This design comes from an exercise in tuning for a short achievable clock period and few clock cycles on the open sky130 flow, not from production work.
Function was checked by simulation only, so behaviour that the tests miss may differ from the original.
Power figures rest on the tool's default switching activity, not on a simulated workload.

### flow/config.mk
export PLATFORM = sky130hd
export DESIGN_NAME = nec16_core
export DESIGN_NICKNAME = nec16_core
export VERILOG_FILES = /design/flow/design.v
export SDC_FILE = /design/flow/constraint.sdc
export NUM_CORES = 4
export LEC_CHECK = 0
export CAP_MARGIN = 20
export CORE_MARGIN = 2
export CORE_UTILIZATION = 40
export SLEW_MARGIN = 20
### flow/constraint.sdc
create_clock -name core_clock -period 10.0 [get_ports {clk}]
set_input_delay 2.0000 -clock core_clock [delete_from_list [all_inputs] [get_ports {clk}]]
set_output_delay 2.0000 -clock core_clock [all_outputs]
set_load 0.01 [all_outputs]
### flow/design.v
module nec16_core (
    input  wire        clk,
    input  wire        rst,           
    input  wire        step,          
    output wire        ready,         
    output wire        done,          
    output wire        err,           
    output wire [1:0]  err_code,      
    input  wire [3:0]  dbg_sel,
    output wire [15:0] dbg_val,
    input  wire        host_we,
    input  wire [15:0] host_wdata,
    output reg         bus_req,
    output reg         bus_we,
    output reg  [15:0] bus_addr,
    output reg  [7:0]  bus_wdata,
    input  wire        bus_ack,
    input  wire [7:0]  bus_rdata,
    input  wire        bus_err,
    input  wire [1:0]  bus_err_code
);
    localparam [1:0] E_ADDR  = 2'd0,    
                     E_INSTR = 2'd1,    
                     E_UNK   = 2'd2,    
                     E_ARITH = 2'd3;    
    localparam [2:0] S_IDLE = 3'd0,
                     S_F0   = 3'd1,
                     S_F1   = 3'd2,
                     S_DEC  = 3'd3,
                     S_BUS  = 3'd4,
                     S_DIV  = 3'd5,
                     S_WB   = 3'd6,
                     S_DONE = 3'd7;
    localparam [3:0] C_NONE  = 4'd0,    
                     C_GM    = 4'd1,
                     C_SM    = 4'd2,
                     C_IMM2  = 4'd3,    
                     C_PUSHI = 4'd4,
                     C_PUSHR = 4'd5,    
                     C_POP   = 4'd6,    
                     C_CALLA = 4'd7,
                     C_STA   = 4'd8,
                     C_LDA   = 4'd9,
                     C_DIV   = 4'd10;   
    reg [15:0] x [0:15];                
    reg [2:0]  state;
    reg [7:0]  ir0, ir1;                
    reg [15:0] opa, opb, opc;           
    reg [15:0] sp_s, cr_s, ix_s, p_s;   
    reg [3:0]  cls;
    reg [1:0]  tidx;                    
    reg [7:0]  byt [0:3];               
    reg        res_err;
    reg [1:0]  res_code;
    reg [15:0] div_q, div_r;
    reg [4:0]  div_cnt;
    wire [16:0] div_sh  = {div_r, div_q[15]};
    wire [16:0] div_dif = div_sh - {1'b0, opb};
    wire [3:0] opcode = ir0[7:4];
    wire [3:0] regA   = ir0[3:0];
    wire [3:0] regB   = ir1[7:4];
    wire [3:0] rrB    = ir1[3:0];
    wire [15:0] pc = x[15];
    assign ready    = (state == S_IDLE);
    assign done     = (state == S_DONE);
    assign err      = res_err;
    assign err_code = res_code;
    assign dbg_val  = x[dbg_sel];
    reg [3:0] dec_cls;
    always @(*) begin
        dec_cls = C_NONE;
        case (opcode)
            4'h0: case (regA)
                4'h4, 4'h5, 4'h8: dec_cls = C_IMM2;
                4'h9: case (regB)
                    4'h0: dec_cls = C_PUSHI;
                    4'h1, 4'h4: dec_cls = C_PUSHR;
                    4'h2, 4'h5: dec_cls = C_POP;
                    4'h3: dec_cls = C_CALLA;
                    4'h6: dec_cls = C_STA;
                    4'h7: dec_cls = C_LDA;
                    default: dec_cls = C_NONE;
                endcase
                default: dec_cls = C_NONE;
            endcase
            4'h2: dec_cls = C_GM;
            4'h3: dec_cls = C_SM;
            4'he, 4'hf: dec_cls = C_DIV;
            default: dec_cls = C_NONE;
        endcase
    end
    reg [1:0] last_t;
    always @(*) begin
        case (cls)
            C_GM, C_SM: last_t = 2'd0;
            C_IMM2, C_PUSHR, C_POP: last_t = 2'd1;
            default: last_t = 2'd3;
        endcase
    end
    wire [15:0] w01 = {byt[1], byt[0]};     
    wire [15:0] w23 = {byt[3], byt[2]};     
    wire [15:0] ret_a = p_s + 16'd2;        
    wire [15:0] push_d = (regB == 4'h4) ? p_s : opc;   
    always @(*) begin
        bus_req   = 1'b0;
        bus_we    = 1'b0;
        bus_addr  = 16'h0000;
        bus_wdata = 8'h00;
        case (state)
            S_F0: begin bus_req = 1'b1; bus_addr = pc; end
            S_F1: begin bus_req = 1'b1; bus_addr = pc + 16'd1; end
            S_BUS: begin
                bus_req = 1'b1;
                case (cls)
                    C_GM: bus_addr = ix_s;
                    C_SM: begin bus_we = 1'b1; bus_addr = ix_s; bus_wdata = opa[7:0]; end
                    C_IMM2: bus_addr = p_s + {15'd0, tidx[0]};
                    C_PUSHI: begin
                        if (!tidx[1]) bus_addr = p_s + {15'd0, tidx[0]};
                        else begin
                            bus_we = 1'b1;
                            bus_addr = sp_s + {15'd0, tidx[0]};
                            bus_wdata = tidx[0] ? byt[1] : byt[0];
                        end
                    end
                    C_PUSHR: begin
                        bus_we = 1'b1;
                        bus_addr = sp_s + {15'd0, tidx[0]};
                        bus_wdata = tidx[0] ? push_d[15:8] : push_d[7:0];
                    end
                    C_POP: bus_addr = sp_s - 16'd2 + {15'd0, tidx[0]};
                    C_CALLA: begin
                        if (!tidx[1]) begin
                            bus_we = 1'b1;
                            bus_addr = sp_s + {15'd0, tidx[0]};
                            bus_wdata = tidx[0] ? ret_a[15:8] : ret_a[7:0];
                        end else
                            bus_addr = p_s + {15'd0, tidx[0]};
                    end
                    C_STA: begin
                        if (!tidx[1]) bus_addr = p_s + {15'd0, tidx[0]};
                        else begin
                            bus_we = 1'b1;
                            bus_addr = w01 + {15'd0, tidx[0]};
                            bus_wdata = tidx[0] ? opc[15:8] : opc[7:0];
                        end
                    end
                    C_LDA: begin
                        if (!tidx[1]) bus_addr = p_s + {15'd0, tidx[0]};
                        else bus_addr = w01 + {15'd0, tidx[0]};
                    end
                    default: bus_req = 1'b0;
                endcase
            end
            default: ;
        endcase
    end
    reg [15:0] alu;
    always @(*) begin
        case (opcode)
            4'h4: alu = opa | {8'h00, ir1};
            4'h5: alu = opa | opb;
            4'h6: alu = opa & opb;
            4'h7: alu = opa ^ opb;
            4'h8: alu = ~opa;
            4'h9: alu = opa << opb[3:0];
            4'ha: alu = opa >> opb[3:0];
            4'hb: alu = opa + opb;
            4'hc: alu = opa - opb;
            4'hd: alu = opa * opb;
            4'he: alu = div_q;
            default: alu = div_r;
        endcase
    end
    reg        we1, we2;
    reg [3:0]  wa1, wa2;
    reg [15:0] wd1, wd2;
    always @(*) begin
        we1 = 1'b0; wa1 = 4'd0; wd1 = 16'h0000;
        we2 = 1'b0; wa2 = 4'd0; wd2 = 16'h0000;
        if (opcode == 4'h0) begin
            case (regA)
                4'h1: begin we1 = 1'b1; wa1 = 4'd2; wd1 = (opb == opc) ? 16'd0 : 16'd1; end
                4'h2: begin we1 = 1'b1; wa1 = 4'd2; wd1 = (opb >  opc) ? 16'd0 : 16'd1; end
                4'h3: begin we1 = 1'b1; wa1 = 4'd2; wd1 = (opb <  opc) ? 16'd0 : 16'd1; end
                4'h4: begin  
                    we1 = 1'b1; wa1 = regB; wd1 = w01;
                    we2 = 1'b1; wa2 = 4'd15;
                    wd2 = ((regB == 4'd15) ? w01 : p_s) + 16'd2;
                end
                4'h5: begin  
                    we1 = 1'b1; wa1 = 4'd15;
                    wd1 = (cr_s == 16'd0) ? w01 : p_s + 16'd2;
                end
                4'h6: begin we1 = 1'b1; wa1 = regB; wd1 = opc; end             
                4'h7: begin                                                    
                    we1 = 1'b1; wa1 = regB; wd1 = opc;
                    we2 = 1'b1; wa2 = rrB;  wd2 = opb;
                end
                4'h8: begin we1 = 1'b1; wa1 = 4'd15; wd1 = w01; end            
                4'h9: case (regB)
                    4'h0: begin  
                        we1 = 1'b1; wa1 = 4'd15; wd1 = p_s + 16'd2;
                        we2 = 1'b1; wa2 = 4'd13; wd2 = sp_s + 16'd2;
                    end
                    4'h1: begin we1 = 1'b1; wa1 = 4'd13; wd1 = sp_s + 16'd2; end
                    4'h2: begin  
                        we1 = 1'b1; wa1 = 4'd13; wd1 = sp_s - 16'd2;
                        we2 = 1'b1; wa2 = rrB;   wd2 = w01;
                    end
                    4'h3: begin  
                        we1 = 1'b1; wa1 = 4'd15; wd1 = w23;
                        we2 = 1'b1; wa2 = 4'd13; wd2 = sp_s + 16'd2;
                    end
                    4'h4: begin  
                        we1 = 1'b1; wa1 = 4'd15; wd1 = opc;
                        we2 = 1'b1; wa2 = 4'd13; wd2 = sp_s + 16'd2;
                    end
                    4'h5: begin  
                        we1 = 1'b1; wa1 = 4'd13; wd1 = sp_s - 16'd2;
                        we2 = 1'b1; wa2 = 4'd15; wd2 = w01;
                    end
                    4'h6: begin we1 = 1'b1; wa1 = 4'd15; wd1 = p_s + 16'd2; end   
                    4'h7: begin  
                        we1 = 1'b1; wa1 = rrB; wd1 = w23;
                        we2 = 1'b1; wa2 = 4'd15;
                        wd2 = ((rrB == 4'd15) ? w23 : p_s) + 16'd2;
                    end
                    default: ;
                endcase
                default: ;
            endcase
        end else if (opcode == 4'h1) begin  
            we1 = (cr_s == 16'd0); wa1 = 4'd15; wd1 = opa;
        end else if (opcode == 4'h2) begin  
            we1 = 1'b1; wa1 = regA; wd1 = {8'h00, byt[0]};
        end else if (opcode == 4'h3) begin  
            we1 = 1'b0;
        end else begin
            we1 = 1'b1; wa1 = regA; wd1 = alu;
        end
    end
    wire [15:0] rd_a = (regA == 4'd15) ? (pc + 16'd2) : x[regA];
    wire [15:0] rd_b = (regB == 4'd15) ? (pc + 16'd2) : x[regB];
    wire [15:0] rd_c = (rrB  == 4'd15) ? (pc + 16'd2) : x[rrB];
    always @(posedge clk) begin
        if (rst) begin
            state    <= S_IDLE;
            res_err  <= 1'b0;
            res_code <= 2'd0;
            tidx     <= 2'd0;
        end else begin
            case (state)
                S_IDLE: begin
                    if (step) begin
                        res_err  <= 1'b0;
                        res_code <= 2'd0;
                        if (pc == 16'hffff) begin
                            res_err  <= 1'b1;
                            res_code <= E_INSTR;
                            state    <= S_DONE;
                        end else
                            state <= S_F0;
                    end else if (host_we)
                        x[dbg_sel] <= host_wdata;
                end
                S_F0: if (bus_ack) begin
                    if (bus_err) begin
                        res_err <= 1'b1; res_code <= bus_err_code; state <= S_DONE;
                    end else begin
                        ir0 <= bus_rdata; state <= S_F1;
                    end
                end
                S_F1: if (bus_ack) begin
                    if (bus_err) begin
                        res_err <= 1'b1; res_code <= bus_err_code; state <= S_DONE;
                    end else begin
                        ir1 <= bus_rdata; state <= S_DEC;
                    end
                end
                S_DEC: begin
                    opa   <= rd_a;
                    opb   <= rd_b;
                    opc   <= rd_c;
                    sp_s  <= x[13];
                    cr_s  <= x[2];
                    ix_s  <= x[1];
                    p_s   <= pc + 16'd2;
                    x[15] <= pc + 16'd2;         
                    cls   <= dec_cls;
                    tidx  <= 2'd0;
                    if (dec_cls == C_DIV) begin
                        if (rd_b == 16'd0) begin
                            res_err <= 1'b1; res_code <= E_ARITH; state <= S_DONE;
                        end else begin
                            div_q   <= rd_a;
                            div_r   <= 16'd0;
                            div_cnt <= 5'd0;
                            state   <= S_DIV;
                        end
                    end else if (dec_cls == C_NONE)
                        state <= S_WB;
                    else
                        state <= S_BUS;
                end
                S_BUS: if (bus_ack) begin
                    if (bus_err) begin
                        res_err <= 1'b1; res_code <= bus_err_code; state <= S_DONE;
                    end else begin
                        byt[tidx] <= bus_rdata;
                        if (tidx == last_t) state <= S_WB;
                        else tidx <= tidx + 2'd1;
                    end
                end
                S_DIV: begin
                    if (div_sh >= {1'b0, opb}) begin
                        div_r <= div_dif[15:0];
                        div_q <= {div_q[14:0], 1'b1};
                    end else begin
                        div_r <= div_sh[15:0];
                        div_q <= {div_q[14:0], 1'b0};
                    end
                    div_cnt <= div_cnt + 5'd1;
                    if (div_cnt == 5'd15) state <= S_WB;
                end
                S_WB: begin
                    if (we1) x[wa1] <= wd1;
                    if (we2) x[wa2] <= wd2;
                    state <= S_DONE;
                end
                S_DONE: state <= S_IDLE;
                default: state <= S_IDLE;
            endcase
        end
    end
endmodule
### flow/run.sh
#!/bin/bash
# synth_recipe.tcl (not shown) runs the flow's synth.tcl, then flattens the netlist and writes it again
# the make line also repeats each setting of config.mk as NAME=value (left out here)
make -C /OpenROAD-flow-scripts/flow DESIGN_CONFIG=/design/flow/config.mk WORK_HOME=/design/flow/orfs CLKGATE_MAP_FILE= SYNTH_SCRIPT=/design/flow/synth_recipe.tcl finish
==> summary.txt <==
[flip-flops by register name (all words and copies together), names as in the netlist, named ones only]
| register | cells |
|---|---|
| cls | 4 |
| opb | 16 |
| ix_s | 16 |
| res_code | 2 |
| res_err | 1 |
| div_q | 16 |
| tidx | 2 |
| sp_s | 16 |
| opc | 16 |
| opa | 16 |
| byt | 32 |
| div_r | 16 |
| x | 256 |
| div_cnt | 5 |
| p_s | 16 |
| ir0 | 8 |
| ir1 | 8 |
| state | 3 |
| cr_s | 16 |
[where the power goes]
| part | switching, W | internal (W) |
|---|---|---|
| logic | 0.00192 | 0.00122 |
| clock network | 0.000955 | 0.00131 |
| registers | 0.000128 | 0.00231 |
| total | 0.00300 | 0.00483 |
[layer usage]
layer / vias up / track usage (%) / wire length [um]
met3: 771 / 10.5 / 29000
met4: 8 / 21.0 / 15500
li1: 16000 / - / -
met1: 19700 / 48.1 / 77400
met2: 3406 / 53.2 / 88100
met5: - / 0 / 66
[cell type report]
type / instances / area [um2]
Antenna cell: 5 / 12.5
Clock buffer: 65 / 1460
Clock inverter: 39 / 526
Fill cell: 10400 / 61800
Inverter: 238 / 898
Multi-Input combinational cell: 3174 / 27700
Sequential cell: 477 / 14100
Tap cell: 1488 / 1860
Timing Repair Buffer: 229 / 1910
[metrics by stage]
step	total power (W)	setup slack (ns)	util [%]	cells
CTS	0.00775	2.58	43.9	5710
global route	0.00813	2.19	43.9	5710
detailed placement	0.00550	2.52	42.2	5606
global placement	0.00545	2.57	42.1	5606
finish	0.00784	2.47	44.0	5715
floorplan	0.00443	2.50	-	4262
[worst max-delay path: stages, from the launching register on]
cell,delay (ns)
edfxtp_1,0.36
buf_4,0.22
inv_1,0.72
nor2_1,0.14
fa_1,0.53
fa_1,0.55
ha_1,0.14
inv_1,0.05
fa_1,0.48
fa_1,0.50
fa_1,0.48
inv_1,0.04
ha_1,0.31
o21ai_0,0.25
a21oi_1,0.17
o211a_1,0.18
o21ai_0,0.22
o32ai_1,0.21
a221oi_1,0.52
a31o_2,0.30
a32o_1,0.71
o21ai_0,0.21
[worst max-delay path by stage]
stage                       from         to  slack (ns)  cells after the start
after floorplan              rst    x[0][4]        2.50                      9
after global placement    opb[2]   x[5][13]        2.57                     25
after detailed placement  opb[2]   x[4][13]        2.52                     21
after CTS                 opb[2]   x[4][13]        2.58                     21
after global routing      opb[2]  x[15][13]        2.19                     25
final                     opb[2]   x[4][13]        2.47                     21
[cells in the final DEF, fill, tap and decap left out, drive strengths merged, types with 21 or more instances in the layout]
cell / count
a211oi: 25
a21oi: 178
a221oi: 29
a222oi: 33
a22oi: 38
a31oi: 26
and3: 22
buf: 150
clkbuf: 65
clkdlybuf4s50: 79
clkinv: 33
edfxtp: 457
fa: 82
ha: 152
inv: 231
mux2: 43
mux2i: 265
mux4: 316
nand2: 431
nand2b: 29
nand3: 116
nand4: 35
nor2: 309
nor2b: 39
nor3: 85
nor4: 24
o211ai: 36
o21a: 21
o21ai: 255
o221ai: 37
o22ai: 48
o31ai: 34
or3: 27
xnor2: 135
xor2: 72
[logic make-up after synthesis]
kind of cell / share of synthesized area (%)
XOR/XNOR: 4.17
multiplexers: 23.1
flip-flops: 31.8
adder cells (fa/ha/maj): 7.99
buffers and inverters: 6.01
AO/OA/AOI/OAI: 14.2
AND/OR/NAND/NOR: 12.7
==> summary.txt <==
- CTS tree: done
- Synth unique cells: 112
- Main synth FF type: edfxtp_1
- Die width: 337 um
- Total track usage: 36.4%
- Post-synth EDFFs: 457
- Startpoint types: register
- Die ar.: between 100000 and 150000 um2
- Critical R2R Launch: opb[2]
- Crit path kind: reg2reg
- Non-Filler Cell Area, Final: between 40000 and 50000 um2
- Path depth of the worst reg2reg path: 21
- Synth top area cells: edfxtp_1 (31%), mux4_2 (16%), mux2i_1 (6.0%), ha_1 (4.3%), fa_1 (3.7%)
- Ports: 83
- Worst Hold Class: reg2reg
- Post-DP HPWL: 150000 um
- Die H: 337 um
- Max-cap violation count: 0
- Period Utilization, post-route: 75.3%
- Layout cells sized above 1: 17.1%
- Crit end category: register
- Relative slew slack: 19.1%
- CTS Sinks: 477
- Hold endpoint: res_code[0]
- Most frequent cells after synthesis: edfxtp_1 (457), nand2_1 (427), mux4_2 (315)
- Fin nets: 4446
- Async set-or-reset flop fraction in the synthesized netlist: 0%
- Initial DRC count: 7087
- Total grt overflow: 0
- Antenna violations before repair: 12
- Vias: 39900
- Clock Path Buffers: 3
- Row count: 122
- WL final: 210000 um
- Crit path DAT: 7.97 ns
- Top-count cell post-synth: edfxtp_1
- Detail Route Antenna Nets: 0
- Drt pass-1 iters: 8
- CTS Buf Count: 56
- Port bufs: between 80 and 90
- Worst-Skew Late Latency: 0.73 ns
- Reg clk slew, reported paths: 0.06 ns
- Hold depth: 2
- Final Max Tran Viols: 0
- Fin Hold WS: 0.477 ns
- Global-route wire length before repair: 292000 um
- Cells after synthesis: 4262
- H-tree levels: 2
- Synth area leader: edfxtp_1
- Seq cells post-synth: 477
- Via density: 6.98
- Setup TNS Final: 0 ns
- R2R setup slack: 2.47 ns
- Clock tree root buffer cell: clkbuf_16
- Least-Margin Pin Slew: 1.21 ns
- Hold buffers post-CTS: 0
- Mean Syn Cell Area: roughly 10 um2
- Clock Skew: 0.0916 ns
- RSZ-0062 raised after global routing: false
- Wire per inst: 36.8 um
- Postcts setup bufs: 0
- Share of the synthesized area in the top cell type: a little under a third
- Starting Density: 40.2%
- Fin crit period: 7.53 ns
- Worst vdd ir: 0.209 mV
- Post-DP Area: 46500 um2
- Fin. Hold Viols: 0
- Placer Congestion: 1.06
- Hold_sp: res_code[0]
- Register area share after synthesis: 31.8%
- Status: complete, no violations
- Core Box Area: 110000 um2
- Syn nets: about 4500
- Synthesis warning total: 1
- CTS resizes: 0
- Total leakage power: between 15 and 20 nW
- Vias in the first global route: ~37000
- Peak Freq: 133 MHz
- Largest net degree at the start of global routing: 61
- Reg2Reg Capture Point: x[4][13]
- Synthesized cell area: 44400 um2
- P&R area growth vs syn: 9.35%
- Ratio of total power to cell area: about 160 nW/um2
- Critical Path Fanout Max: 22
- DRC: 0
- Final setup viols: 0
- Critical Path RT: ~10 ns
Testbench counts, summed over its fixed seeds: cycles 175,947.

[afterwards: timing with drivers on the ports]
No port has a modelled driver above. Below, the same layout with a new extraction and two added sets of constraints.
Step 1 (the two cells are an assumption about what drives the block):
set clk [get_ports {clk}]
set_driving_cell -lib_cell sky130_fd_sc_hd__clkbuf_16 $clk
set_driving_cell -lib_cell sky130_fd_sc_hd__buf_2 [delete_from_list [all_inputs] $clk]
Step 2 adds t to the input delays and takes it off the output delays; t is the mean of the earliest and latest rising clock arrival at the registers after step 1. Input paths then give back, and output paths get back, about the clock's delay inside the block.
Three values: no drivers, after step 1, after step 2; two values: the first two.
shift t [ns]: 0.756
setup slack, ns: 2.473 / 2.473 / 2.473
worst setup path after step 2: register to register
worst register clock-pin slew, ns: 0.07 / 0.07
After both steps setup and hold are still met in this run. For this run, drivers alone change the setup slack by 0.000 ns; drivers and shift together by 0.000 ns.
